What follows belongs to an exercise in optimizing a design on an open flow for a short achievable clock period and few clock cycles; a production flow would make more cautious choices.
Function was checked by simulation only, so behaviour that the tests miss may differ from the original.
No activity file was given, so power comes from the tool's default toggle rates.

==> inputs of job 4304 <==
==> flow/design.v (excerpt) <==
module slede8_core (
    input  wire        clk,
    input  wire        rst,           
    input  wire [15:0] budget,        
    output wire        imem_req,
    output wire [11:0] imem_addr,
    input  wire        imem_ack,
    input  wire [15:0] imem_rdata,
    output wire        dmem_req,
    output wire        dmem_we,
    output wire [11:0] dmem_addr,
    output wire [7:0]  dmem_wdata,
    input  wire        dmem_ack,
    input  wire [7:0]  dmem_rdata,
    input  wire        in_avail,
    input  wire [7:0]  in_data,
    output wire        in_take,
    output wire        out_valid,
    output wire [7:0]  out_data,
    output wire        done,
    output wire [2:0]  fault_code,
    output wire [12:0] pc_out,
    output wire [16:0] tick_out,
    output wire        flag_out,
    output wire [5:0]  depth_out,
    input  wire [3:0]  dbg_addr,
    output wire [7:0]  dbg_data
);
export LEC_CHECK = 0
export ABC_CLOCK_PERIOD_IN_PS = 3000
export CAP_MARGIN = 20
export CORE_MARGIN = 2
export CORE_UTILIZATION = 40
export SETUP_SLACK_MARGIN = 5
export SLEW_MARGIN = 20
create_clock -name core_clock -period 10.0 [get_ports {clk}]
run.sh (not shown) runs the stock make flow with config.mk's settings and CLKGATE_MAP_FILE= SYNTH_SCRIPT=/design/flow/synth_recipe.tcl, a recipe that flattens the netlist after the stock synthesis.
==> job 318: changes against job 4304 <==
--- a/flow/design.v
+++ b/flow/design.v
@@ -159,56 +159,36 @@
               !(cmp0 && bhopp1) && !raw;
     wire ex1 = p1 && ex0 && (!mem1 || dmem_ack);
     wire        red0  = go0 && taken0;
     wire        red1  = p1 && taken1;
     wire        redir = red0 || red1;
-    wire        sel0  = have0 && taken0;
-    wire        sel1  = have1 && taken1 && !taken0 && ok2 && !dhold && !wait0 && !mem0 &&
-                        !(retur1 && st_empty) && !(tur1 && st_full) && !(cmp0 && bhopp1);
-    wire [12:0] tos2   = tos + 13'd2;
-    wire [12:0] j0     = {1'b0, w0[15:4]};
-    wire [12:0] j1     = {1'b0, w1[15:4]};
-    wire [12:0] j0_2   = j0 + 13'd2;
-    wire [12:0] j1_2   = j1 + 13'd2;
-    wire [12:0] tgt0   = retur0 ? tos : j0;
-    wire [12:0] tgt1   = retur1 ? tos : j1;
-    wire [12:0] tgt0_2 = retur0 ? tos2 : j0_2;
-    wire [12:0] tgt1_2 = retur1 ? tos2 : j1_2;
-    wire        tos_ok_i = (tos <= 13'd4094);
-    wire        tos_ok_d = (tos <= 13'd4093);
-    wire        okt0_i = retur0 ? tos_ok_i : (w0[15:4] != 12'hFFF);
-    wire        okt0_d = retur0 ? tos_ok_d : (w0[15:5] != 11'h7FF);
-    wire        okt1_i = retur1 ? tos_ok_i : (w1[15:4] != 12'hFFF);
-    wire        okt1_d = retur1 ? tos_ok_d : (w1[15:5] != 11'h7FF);
-    wire [12:0] tgt    = red0 ? tgt0 : tgt1;
-    wire [12:0] tgt_2  = red0 ? tgt0_2 : tgt1_2;
+    wire [12:0] tgt0  = retur0 ? tos : {1'b0, w0[15:4]};
+    wire [12:0] tgt1  = retur1 ? tos : {1'b0, w1[15:4]};
+    wire [12:0] tgt   = red0 ? tgt0 : tgt1;
+    wire [12:0] tgt2  = red0 ? (tgt0 + 13'd2) : (tgt1 + 13'd2);
+    wire        tgt_ok_i = (tgt <= 13'd4094);
+    wire        tgt_ok_d = (tgt <= 13'd4093);
     wire [11:0] d_h0  = ptr - pc2[11:0];
     wire [11:0] d_h1  = ptr - pc2[11:0] - 12'd2;
     wire        hz0   = lagr0 && (d_h0 < 12'd12);
     wire        hz1   = lagr1 && (d_h1 < 12'd12);
     wire        flush = (ex0 && hz0) || (ex1 && hz1);
-    wire [12:0] pc4      = pc2 + 13'd2;
-    wire [12:0] pc6      = pc2 + 13'd4;
-    wire [12:0] flush_pc = (ex1 && hz1) ? pc4 : pc2;
-    wire [12:0] flush_pc2 = (ex1 && hz1) ? pc6 : pc4;
+    wire [12:0] flush_pc = (ex1 && hz1) ? pc2 + 13'd2 : pc2;
     wire tail_ok_i = (tail <= 13'd4094) && (qlen <= 4'd6);
     wire tail_ok_d = (tail <= 13'd4093) && (qlen <= 4'd5);
-    wire okf_i     = sel0 ? okt0_i : (sel1 ? okt1_i : tail_ok_i);
-    wire okf_d     = sel0 ? okt0_d : (sel1 ? okt1_d : tail_ok_d);
-    wire fresh_i   = running && !ihold && !any_term && okf_i;
-    wire amem      = (have0 && mem0) || (have1 && mem1);
+    wire fresh_i   = running && !ihold && !any_term && (redir ? tgt_ok_i : tail_ok_i);
     wire memreq0   = go0 && mem0;
     wire memreq1   = p1 && mem1;
     wire memreq    = memreq0 || memreq1;
-    wire fresh_d   = fresh_i && !dhold && !amem && okf_d;
-    wire [12:0] fa  = sel0 ? tgt0 : (sel1 ? tgt1 : tail);
-    wire [12:0] fa2 = sel0 ? tgt0_2 : (sel1 ? tgt1_2 : tail2);
+    wire fresh_d   = fresh_i && !dhold && !memreq && (redir ? tgt_ok_d : tail_ok_d);
+    wire [12:0] fa  = redir ? tgt : tail;
+    wire [12:0] fa2 = redir ? tgt2 : tail2;
     assign imem_req   = ihold || fresh_i;
     assign imem_addr  = ihold ? ih_addr : fa[11:0];
     assign dmem_req   = dhold || memreq || fresh_d;
-    assign dmem_we    = !dhold && ((have0 && mem0) ? lagr0 : (have1 && lagr1));
-    assign dmem_addr  = dhold ? dh_addr : (amem ? ptr : fa2[11:0]);
+    assign dmem_we    = !dhold && ((memreq0 && lagr0) || (memreq1 && lagr1));
+    assign dmem_addr  = dhold ? dh_addr : (memreq ? ptr : fa2[11:0]);
     assign dmem_wdata = lagr0 ? xa0 : xa1;
     assign in_take   = (go0 && les0) || (p1 && les1);
     assign out_valid = (go0 && skriv0) || (p1 && skriv1);
     assign out_data  = skriv0 ? xa0 : xa1;
     assign done       = !running || done_now;
@@ -221,23 +201,27 @@
     wire i_ok = imem_ack && !flush && (ihold ? (!ih_stale && !redir) : 1'b1);
     wire d_ok = fresh_d && dmem_ack && i_ok;
     wire [1:0] app  = i_ok ? (d_ok ? 2'd3 : 2'd2) : 2'd0;
     wire [2:0] cons = ex0 ? (ex1 ? 3'd4 : 3'd2) : 3'd0;
     wire [7:0] fb0 = imem_rdata[7:0], fb1 = imem_rdata[15:8], fb2 = dmem_rdata;
-    reg [7:0] nq0 [0:7];
-    reg [7:0] nq2 [0:7];
-    reg [7:0] nq4 [0:7];
-    reg [7:0] nqr [0:7];
+    reg [7:0]  nq [0:7];
+    reg [3:0]  base;
     integer k;
     always @(*) begin
+        if (redir || flush) begin
+            base = 4'd0;
+            for (k = 0; k < 8; k = k + 1) nq[k] = q[k];
+        end else begin
+            base = qlen - {1'b0, cons};
+            for (k = 0; k < 8; k = k + 1)
+                nq[k] = (cons == 3'd4) ? ((k < 4) ? q[k+4] : q[k]) :
+                        (cons == 3'd2) ? ((k < 6) ? q[k+2] : q[k]) : q[k];
+        end
         for (k = 0; k < 8; k = k + 1) begin
-            nq0[k] = (k == qlen) ? fb0 : (k == qlen + 4'd1) ? fb1 : (k == qlen + 4'd2) ? fb2 : q[k];
-            nq2[k] = (k + 2 == qlen) ? fb0 : (k + 1 == qlen) ? fb1 : (k == qlen) ? fb2 :
-                     ((k < 6) ? q[(k+2)%8] : q[k]);
-            nq4[k] = (k + 4 == qlen) ? fb0 : (k + 3 == qlen) ? fb1 : (k + 2 == qlen) ? fb2 :
-                     ((k < 4) ? q[(k+4)%8] : q[k]);
-            nqr[k] = (k == 0) ? fb0 : (k == 1) ? fb1 : (k == 2) ? fb2 : q[k];
+            if (app != 2'd0 && k == base)             nq[k] = fb0;
+            if (app != 2'd0 && k == base + 4'd1)      nq[k] = fb1;
+            if (app == 2'd3 && k == base + 4'd2)      nq[k] = fb2;
         end
     end
     reg       we0, we1;
     reg [3:0] wa0r, wa1r;
     reg [7:0] wd0, wd1;
@@ -288,42 +272,25 @@
             for (i = 0; i < STACK_DEPTH - 1; i = i + 1)
                 stk[i] <= stk[i+1];
         end
     end
     wire [1:0]  nstep = {1'b0, ex0} + {1'b0, ex1};
-    wire [16:0] tick2 = tick + 17'd2;
-    wire [16:0] tick3 = tick + 17'd3;
     wire        lt0 = (tick          < {1'b0, budget_q});
     wire        lt1 = (tick1         < {1'b0, budget_q});
-    wire        lt2 = (tick2 < {1'b0, budget_q});
-    wire        lt3 = (tick3 < {1'b0, budget_q});
-    wire [12:0] abase = redir ? tgt : tail;           
-    wire [12:0] abase2 = redir ? tgt_2 : tail2;
-    wire [12:0] abase3 = abase + 13'd3;
-    wire [12:0] abase4 = abase + 13'd4;
-    wire [12:0] abase5 = abase + 13'd5;
-    reg  [12:0] pc_n, pc2_n, tail_n, tail2_n;
+    wire        lt2 = (tick + 17'd2  < {1'b0, budget_q});
+    wire        lt3 = (tick + 17'd3  < {1'b0, budget_q});
+    reg  [12:0] pc_n, tail_n;
     always @(*) begin
         if (redir) begin
-            pc_n = tgt;  pc2_n = tgt_2;
+            pc_n   = tgt;
+            tail_n = tgt + {11'd0, app};
         end else if (flush) begin
-            pc_n = flush_pc;  pc2_n = flush_pc2;
-        end else if (cons == 3'd4) begin
-            pc_n = pc4;  pc2_n = pc6;
-        end else if (cons == 3'd2) begin
-            pc_n = pc2;  pc2_n = pc4;
-        end else begin
-            pc_n = pc;   pc2_n = pc2;
-        end
-        if (flush) begin
-            tail_n = flush_pc;  tail2_n = flush_pc2;
-        end else if (app == 2'd3) begin
-            tail_n = abase3;  tail2_n = abase5;
-        end else if (app == 2'd2) begin
-            tail_n = abase2;  tail2_n = abase4;
+            pc_n   = flush_pc;
+            tail_n = flush_pc;
         end else begin
-            tail_n = abase;   tail2_n = abase2;
+            pc_n   = pc + {10'd0, cons};
+            tail_n = tail + {11'd0, app};
         end
     end
     always @(posedge clk) begin
         budget_q <= budget;
         avail_q  <= in_avail;
@@ -381,21 +348,20 @@
                     flag <= cmp_y0;
                 if (push)
                     depth <= depth + 6'd1;
                 else if (pop)
                     depth <= depth - 6'd1;
-                tick  <= (nstep == 2'd0) ? tick  : (nstep == 2'd1) ? tick1 : tick2;
-                tick1 <= (nstep == 2'd0) ? tick1 : (nstep == 2'd1) ? tick2 : tick3;
+                tick  <= tick + {15'd0, nstep};
+                tick1 <= tick1 + {15'd0, nstep};
                 ok1   <= (nstep == 2'd0) ? lt0 : (nstep == 2'd1) ? lt1 : lt2;
                 ok2   <= (nstep == 2'd0) ? lt1 : (nstep == 2'd1) ? lt2 : lt3;
                 pc    <= pc_n;
-                pc2   <= pc2_n;
+                pc2   <= pc_n + 13'd2;
                 tail  <= tail_n;
-                tail2 <= tail2_n;
+                tail2 <= tail_n + 13'd2;
                 qlen  <= (redir || flush) ? {2'd0, app} : (qlen - {1'b0, cons} + {2'd0, app});
                 for (i = 0; i < 8; i = i + 1)
-                    q[i] <= (redir || flush) ? nqr[i] : (cons == 3'd4) ? nq4[i] :
-                            (cons == 3'd2) ? nq2[i] : nq0[i];
+                    q[i] <= nq[i];
             end
         end
     end
 endmodule
==> summary.txt <==
status complete, no violations; Clock Sinks 754; syn nets 6513; share of cells above drive strength 1 25.38%; Min Hold Slack 449.1 ps; die height 363.5 um; largest net degree at the start of global routing 151
That was job 318.
==> summary.txt <==
status complete, no violations; largest net degree at the start of global routing 143; share of cells above drive strength 1 21.88%; Min Hold Slack 447.4 ps; die height 379.6 um; syn nets 7409; DR pass1 iterations 21; fin cells 9511; Clock Sinks 756; Power Dens Cells 309.9 nW/um^2; Reg2Reg Setup Slack 4480 ps; Synth top cells by count nand2_1, nor2_1, a21oi_1; Net Sw Frac 49.63%
That was job 4304.
Testbench counts of job 4304, summed over its fixed seeds: cycles 17,869.
Testbench counts of job 318, summed over its fixed seeds: cycles 17,838.

-- port drivers added, routing unchanged --
The results above use ideal ports. As a check the final layouts listed here were re-extracted and re-timed, cells and wires unchanged.
Step 1: set_driving_cell puts a clkbuf_16 on clk and a buf_2 on each other input, an assumption about the parent block.
Step 2 adds t to the input delays and takes it off the output delays; t is the mean of the earliest and latest rising clock arrival at the registers after step 1. Input paths then give back, and output paths get back, about the clock's delay inside the block.
Slacks: ideal ports / drivers / drivers and shift; pairs: ideal ports / drivers.
run | shift t [ns] | setup WS [ns] | worst register clock-pin slew, ns | worst data-port slew with drivers (ns)
job 4304 | 0.783 | 4.252 / 4.179 / 4.139 | 0.07 / 0.07 | 0.13
job 318 | 0.786 | 3.359 / 3.281 / 3.249 | 0.07 / 0.07 | 0.11
After both steps every run listed still meets setup and hold. For job 4304, which loses most, drivers alone change the setup slack by -0.073 ns; drivers and shift together by -0.113 ns.
